This design comes from an exercise in tuning for small area, a short achievable clock period and few clock cycles per item on the open sky130 flow, not from production work. In this exercise RTL edits were held to simulation tests only and were not proved equivalent to the original. Power figures rest on the tool's default switching activity, not on a simulated workload.

==> 11-11: inputs <==
Design lzdec, start of the top module:
module lzdec (
    input  wire        clk,
    input  wire        rst,             
    input  wire        cmd_valid,
    output wire        cmd_ready,
    input  wire        cmd_kind,        
    input  wire        cmd_len_known,
    input  wire        cmd_cap_en,
    input  wire [15:0] cmd_src_len,
    input  wire [31:0] cmd_skip,
    input  wire [31:0] cmd_take,
    input  wire [31:0] cmd_max_out,
    input  wire [7:0]  cmd_fill,
    input  wire        in_valid,
    input  wire [7:0]  in_data,
    output wire        in_ready,
    output wire        out_valid,
    output wire [7:0]  out_data,
    input  wire        out_ready,
    output wire        done,
    output wire [2:0]  err,
    output wire        win_we,
    output wire [11:0] win_waddr,
    output wire [7:0]  win_wdata,
    output wire [11:0] win_raddr,
    input  wire [7:0]  win_rdata
);
    localparam [2:0] E_NONE  = 3'd0,
                     E_TRUNC = 3'd1,
                     E_RANGE = 3'd3,
                     E_OVF   = 3'd4;
    localparam [3:0] P_IDLE  = 4'd0,
                     P_FIRST = 4'd1,    
                     P_TOK   = 4'd2,    
                     P_P1    = 4'd3,    
                     P_P2    = 4'd4,    
                     P_SHORT = 4'd5,    
                     P_GAM   = 4'd6,    
                     P_GC    = 4'd7,    
                     P_LM1   = 4'd8,    
                     P_END   = 4'd9;    
    localparam [1:0] G_SEL  = 2'd0,     
                     G_REPN = 2'd1,     
                     G_FARN = 2'd2;     
    reg         run;
    reg         fin;
    reg  [2:0]  err_r;
    reg         kind;
  ...
export LEC_CHECK = 0
export ABC_CLOCK_PERIOD_IN_PS = 3000
export CAP_MARGIN = 0
export CORE_MARGIN = 2
export CORE_UTILIZATION = 50
export SETUP_SLACK_MARGIN = 2.0
export SLEW_MARGIN = 0
create_clock -name core_clock -period 6.0 [get_ports {clk}]
standard.sh (not shown) runs the stock make flow with config.mk's settings and CLKGATE_MAP_FILE= SYNTH_SCRIPT=/design/flow/synth_recipe.tcl, a recipe that flattens the netlist after the stock synthesis.
==> flow/flow/run.sh <==
#!/bin/bash
# The standard layout, with the port buffers that buffer_ports inserts made of
# plain buffers (buf_2) instead of the delay-buffer cell it picks by default.
set -euo pipefail
export BUFFER_PORTS_ARGS="-buffer_cell sky130_fd_sc_hd__buf_2"
bash standard.sh > standard_flow.log 2>&1
==> 12-23 (differences from 11-11) <==
--- a/flow/design.v
+++ b/flow/design.v
@@ -56,14 +56,14 @@
     reg  [31:0] take_rem;
     reg         take_one;
     reg  [31:0] cap_rem;
     reg         cap_z;
     reg  [3:0]  ps;
     reg  [7:0]  acc;           
-    reg  [7:0]  q0, q1, q2;    
-    reg  [1:0]  qn;            
+    reg  [7:0]  pf;            
+    reg         pf_v;
     reg  [3:0]  bcnt;          
     reg         lwm;
     reg  [12:0] last_off;      
     reg  [31:0] g;             
     reg  [1:0]  gsel;
     reg         gbig;          
@@ -97,20 +97,20 @@
     assign done      = fin;
     assign err       = err_r;
     wire r2w    = c_act && w_acc;
     wire lit_ok = !c_act && w_acc;
     wire cpy_ok = !c_act || (c_last && w_acc);
     wire       have_acc = (bcnt != 4'd0);
-    wire [7:0] q0_rev   = {q0[0], q0[1], q0[2], q0[3], q0[4], q0[5], q0[6], q0[7]};
-    wire [7:0] ca       = have_acc ? acc : (kind ? q0 : q0_rev);
+    wire [7:0] pf_rev   = {pf[0], pf[1], pf[2], pf[3], pf[4], pf[5], pf[6], pf[7]};
+    wire [7:0] ca       = have_acc ? acc : (kind ? pf : pf_rev);
     wire [3:0] cn       = have_acc ? bcnt : 4'd8;
     wire       st_bits  = (ps == P_TOK) || (ps == P_P1) || (ps == P_P2) ||
                           (ps == P_SHORT) || (ps == P_GAM) || (ps == P_GC);
-    wire       cq       = st_bits && !have_acc;       
-    wire [7:0] db       = cq ? q1 : q0;
-    wire       db_av    = cq ? (qn >= 2'd2) : (qn != 2'd0);
+    wire       db_pf    = pf_v && (have_acc || !st_bits);    
+    wire [7:0] db       = db_pf ? pf : in_data;
+    wire       port_av  = !src_z && in_valid;
     wire [31:0] gv      = {g[30:0], ca[7]};
     reg  [3:0]  ps_n;
     reg  [31:0] g_n;
     reg  [1:0]  gsel_n;
     reg         gbig_n;
     reg         lo_set_n;
@@ -200,20 +200,20 @@
                 if (ca[7]) begin
                     bok   = lit_ok;
                     e_lit = 1'b1;
                 end else begin
                     lo_n[7:0] = db;
                     ps_n      = P_LM1;
-                    if (have_acc && qn >= 2'd2 && cpy_ok) begin
+                    if (db_pf && port_av && cpy_ok) begin
                         dbl   = 1'b1;
                         e_cpy = 1'b1;
                         e_fast = 1'b1;
-                        e_d   = {1'b0, q1[7:4], q0};
-                        e_n   = {29'd0, q1[3:0]} + 33'd3;
+                        e_d   = {1'b0, in_data[7:4], pf};
+                        e_n   = {29'd0, in_data[3:0]} + 33'd3;
                         ps_n  = P_TOK;
-                        if ({q1[7:4], q0} == 12'd0) begin
+                        if ({in_data[7:4], pf} == 12'd0) begin
                             e_end = 1'b1;
                             e_err = E_RANGE;
                         end else begin
                             e_cpyv = 1'b1;
                         end
                     end
@@ -422,37 +422,38 @@
                 e_cpyv = 1'b1;
         end
         if (e_end)
             ps_n = P_END;
     end
     wire stepping = run && (ps != P_IDLE) && (ps != P_END);
-    wire bits_ok  = !nbits || have_acc || (qn != 2'd0);
-    wire vref     = stepping && nbits && !have_acc && (qn != 2'd0);   
+    wire bits_ok  = !nbits || have_acc || pf_v;
+    wire vref     = nbits && !have_acc && pf_v;      
     wire emit_ok  = e_lit ? lit_ok : (e_cpy ? cpy_ok : 1'b1);
     wire ok_emit  = brd ? bok : emit_ok;
     wire eoi = stepping && src_z &&
-               ((nbits && !have_acc && qn == 2'd0) || (brd && bits_ok && !db_av));
-    wire commit = stepping && bits_ok && ok_emit && (!brd || db_av);
-    assign in_ready = stepping && !src_z && (qn != 2'd3);
+               ((nbits && !have_acc && !pf_v) || (brd && !db_pf));
+    wire commit = stepping && bits_ok && ok_emit && (!brd || db_pf || port_av);
+    wire c_pf = stepping && pf_v &&
+                (vref || (brd && db_pf && ok_emit && bits_ok));
+    assign in_ready = stepping && !src_z && (!pf_v || c_pf);
     wire byte_take  = in_ready && in_valid;
-    wire [1:0] q_used = {1'b0, vref} + {1'b0, commit && brd} + {1'b0, commit && dbl};
-    wire [1:0] q_rem  = qn - q_used;
+    wire c_port = commit && ((brd && !db_pf) || dbl);
     wire lit_go  = commit && e_lit;
-    wire r_load  = commit && e_cpy;    
     wire cpy_go  = commit && e_cpyv;   
     wire fast_go = commit && e_fast && e_cpyv && !c_act && w_acc;
     wire ent_r   = r2w || fast_go;     
     wire [12:0] dsel  = c_act ? c_d : last_off;
     wire [13:0] rsrc  = {1'b0, full, ni} - {1'b0, dsel};
-    wire [11:0] ld    = (ps == P_LM1) ? {q0[7:4], last_off[7:0]} : {q1[7:4], q0};
-    wire [13:0] lx    = {1'b0, full, ni} - {2'd0, ld};
+    wire [7:0]  lb0   = (ps == P_LM1) ? last_off[7:0] : pf;
+    wire [13:0] lx    = {1'b0, full, ni} - {6'd0, lb0};
+    wire [5:0]  lhi   = lx[13:8] - {2'b00, in_data[7:4]};
     wire        lzf   = !c_act && !kind;
-    wire        rneg  = lzf ? lx[13] : rsrc[13];   
+    wire        rneg  = lzf ? lhi[5] : rsrc[13];   
     wire        rbyp  = c_act ? c_byp :
-                        (kind ? (last_off == 13'd1) : (ld == 12'd1));
-    assign win_raddr = lzf ? lx[11:0] : rsrc[11:0];
+                        (kind ? (last_off == 13'd1) : ({in_data[7:4], lb0} == 12'd1));
+    assign win_raddr = lzf ? {lhi[3:0], lx[7:0]} : rsrc[11:0];
     always @(posedge clk) begin
         if (rst) begin
             run     <= 1'b0;
             fin     <= 1'b0;
             err_r   <= E_NONE;
             ps      <= P_IDLE;
@@ -472,13 +473,13 @@
                 take_rem  <= cmd_take;
                 take_one  <= (cmd_take == 32'd1);
                 cap_rem   <= cmd_max_out;
                 cap_z     <= (cmd_max_out == 32'd0);
                 acc       <= 8'd0;
                 bcnt      <= 4'd0;
-                qn        <= 2'd0;
+                pf_v      <= 1'b0;
                 lwm       <= 1'b0;
                 last_off  <= 13'd0;
                 lo_set    <= 1'b0;
                 ni        <= 12'd0;
                 full      <= 1'b0;
                 c_act     <= 1'b0;
@@ -494,24 +495,17 @@
             end
         end else begin
             if (byte_take) begin
                 src_rem <= src_rem - 16'd1;
                 src_z   <= (src_rem == 16'd1);
             end
-            qn <= q_rem + {1'b0, byte_take};
-            case (q_used)
-            2'd0: ;
-            2'd1: begin q0 <= q1; q1 <= q2; end
-            default: q0 <= q2;
-            endcase
-            if (byte_take) begin
-                case (q_rem)
-                2'd0: q0 <= in_data;
-                2'd1: q1 <= in_data;
-                default: q2 <= in_data;
-                endcase
+            if (byte_take && !c_port) begin
+                pf   <= in_data;
+                pf_v <= 1'b1;
+            end else if (c_pf) begin
+                pf_v <= 1'b0;
             end
             if (eoi) begin
                 err_r <= len_known ? E_TRUNC : E_NONE;
                 ps    <= P_END;
             end else if (vref && !commit) begin
                 acc  <= ca;
@@ -531,13 +525,13 @@
                 far_a2   <= far_a2_n;
                 lwm      <= lwm_n;
                 last_off <= lo_n;
                 if (e_end)
                     err_r <= e_err;
             end
-            if (r_load) begin
+            if (!c_act || (c_last && r2w)) begin
                 c_n    <= e_n;
                 c_last <= fast_go ? e_n2 : e_n1;
                 c_off  <= fast_go;
                 c_byp  <= (e_d == 13'd1);
                 c_d    <= e_d;
             end else if (r2w) begin
ABC_CLOCK_PERIOD_IN_PS = 3500   (was 3000)
CORE_UTILIZATION = 60   (was 50)
SETUP_SLACK_MARGIN = 1.5   (was 2.0)
==> report_table.html <==
<table>
<tr><th>Metric</th><th>Value</th></tr>
<tr><th colspan="2">Status</th></tr>
<tr><td>Status</td><td>no timing/DRC/antenna violations</td></tr>
<tr><th colspan="2">Floorplan</th></tr>
<tr><td>Core area</td><td>33500 sq um</td></tr>
<tr><th colspan="2">Placed design</th></tr>
<tr><td>Final estimated routing congestion in global placement</td><td>0.969</td></tr>
<tr><th colspan="2">Layout</th></tr>
<tr><td>Most common cell after layout, fill and taps aside</td><td>sky130_fd_sc_hd__nor2_1</td></tr>
<tr><th colspan="2">Power and ir drop</th></tr>
<tr><td>Sequential-cell power consumption</td><td>2.41 mW</td></tr>
</table>
(the above is from 12-23)
==> report_table.html <==
<table>
<tr><th>Metric</th><th>Value</th></tr>
<tr><th colspan="2">Layout</th></tr>
<tr><td>Most common cell after layout, fill and taps aside</td><td>sky130_fd_sc_hd__edfxtp_1</td></tr>
<tr><th colspan="2">Floorplan</th></tr>
<tr><td>Core area</td><td>42000 sq um</td></tr>
<tr><th colspan="2">Status</th></tr>
<tr><td>Status</td><td>no timing/DRC/antenna violations</td></tr>
<tr><th colspan="2">Power and ir drop</th></tr>
<tr><td>Sequential-cell power consumption</td><td>2.51 mW</td></tr>
<tr><th colspan="2">Placed design</th></tr>
<tr><td>Final estimated routing congestion in global placement</td><td>0.955</td></tr>
</table>
(the above is from 11-11)
Testbench counts of 11-11, summed over its fixed seeds: cycles 579,693, bytes 529,560.
Testbench counts of 12-23, summed over its fixed seeds: cycles 579,604, bytes 529,560.

==> separate check: timing with driven ports <==
The results above use ideal ports. As a check the final layouts listed here were re-extracted and re-timed, cells and wires unchanged.
Step 1 assumes that a clkbuf_16 drives the clock port and a buf_2 every other input.
Step 2 moves the port delays by t, midway between the first and last clock arrival at a register: inputs arrive t later, outputs are due t later. That takes back most of the time a late clock gives input paths.
Three values: ideal, step 1, step 2; two values: the first two.
run | t (ns) | setup slack, ns | latest minus earliest clock arrival (ns)
11-11 | 0.613 | 0.950 / 0.949 / 0.678 | 0.020 / 0.020
12-23 | 0.559 | 0.706 / 0.654 / 0.807 | 0.010 / 0.009
After both steps setup and hold are still met in every run listed. For 11-11, which loses most, drivers alone change the setup slack by -0.001 ns; drivers and shift together by -0.272 ns.
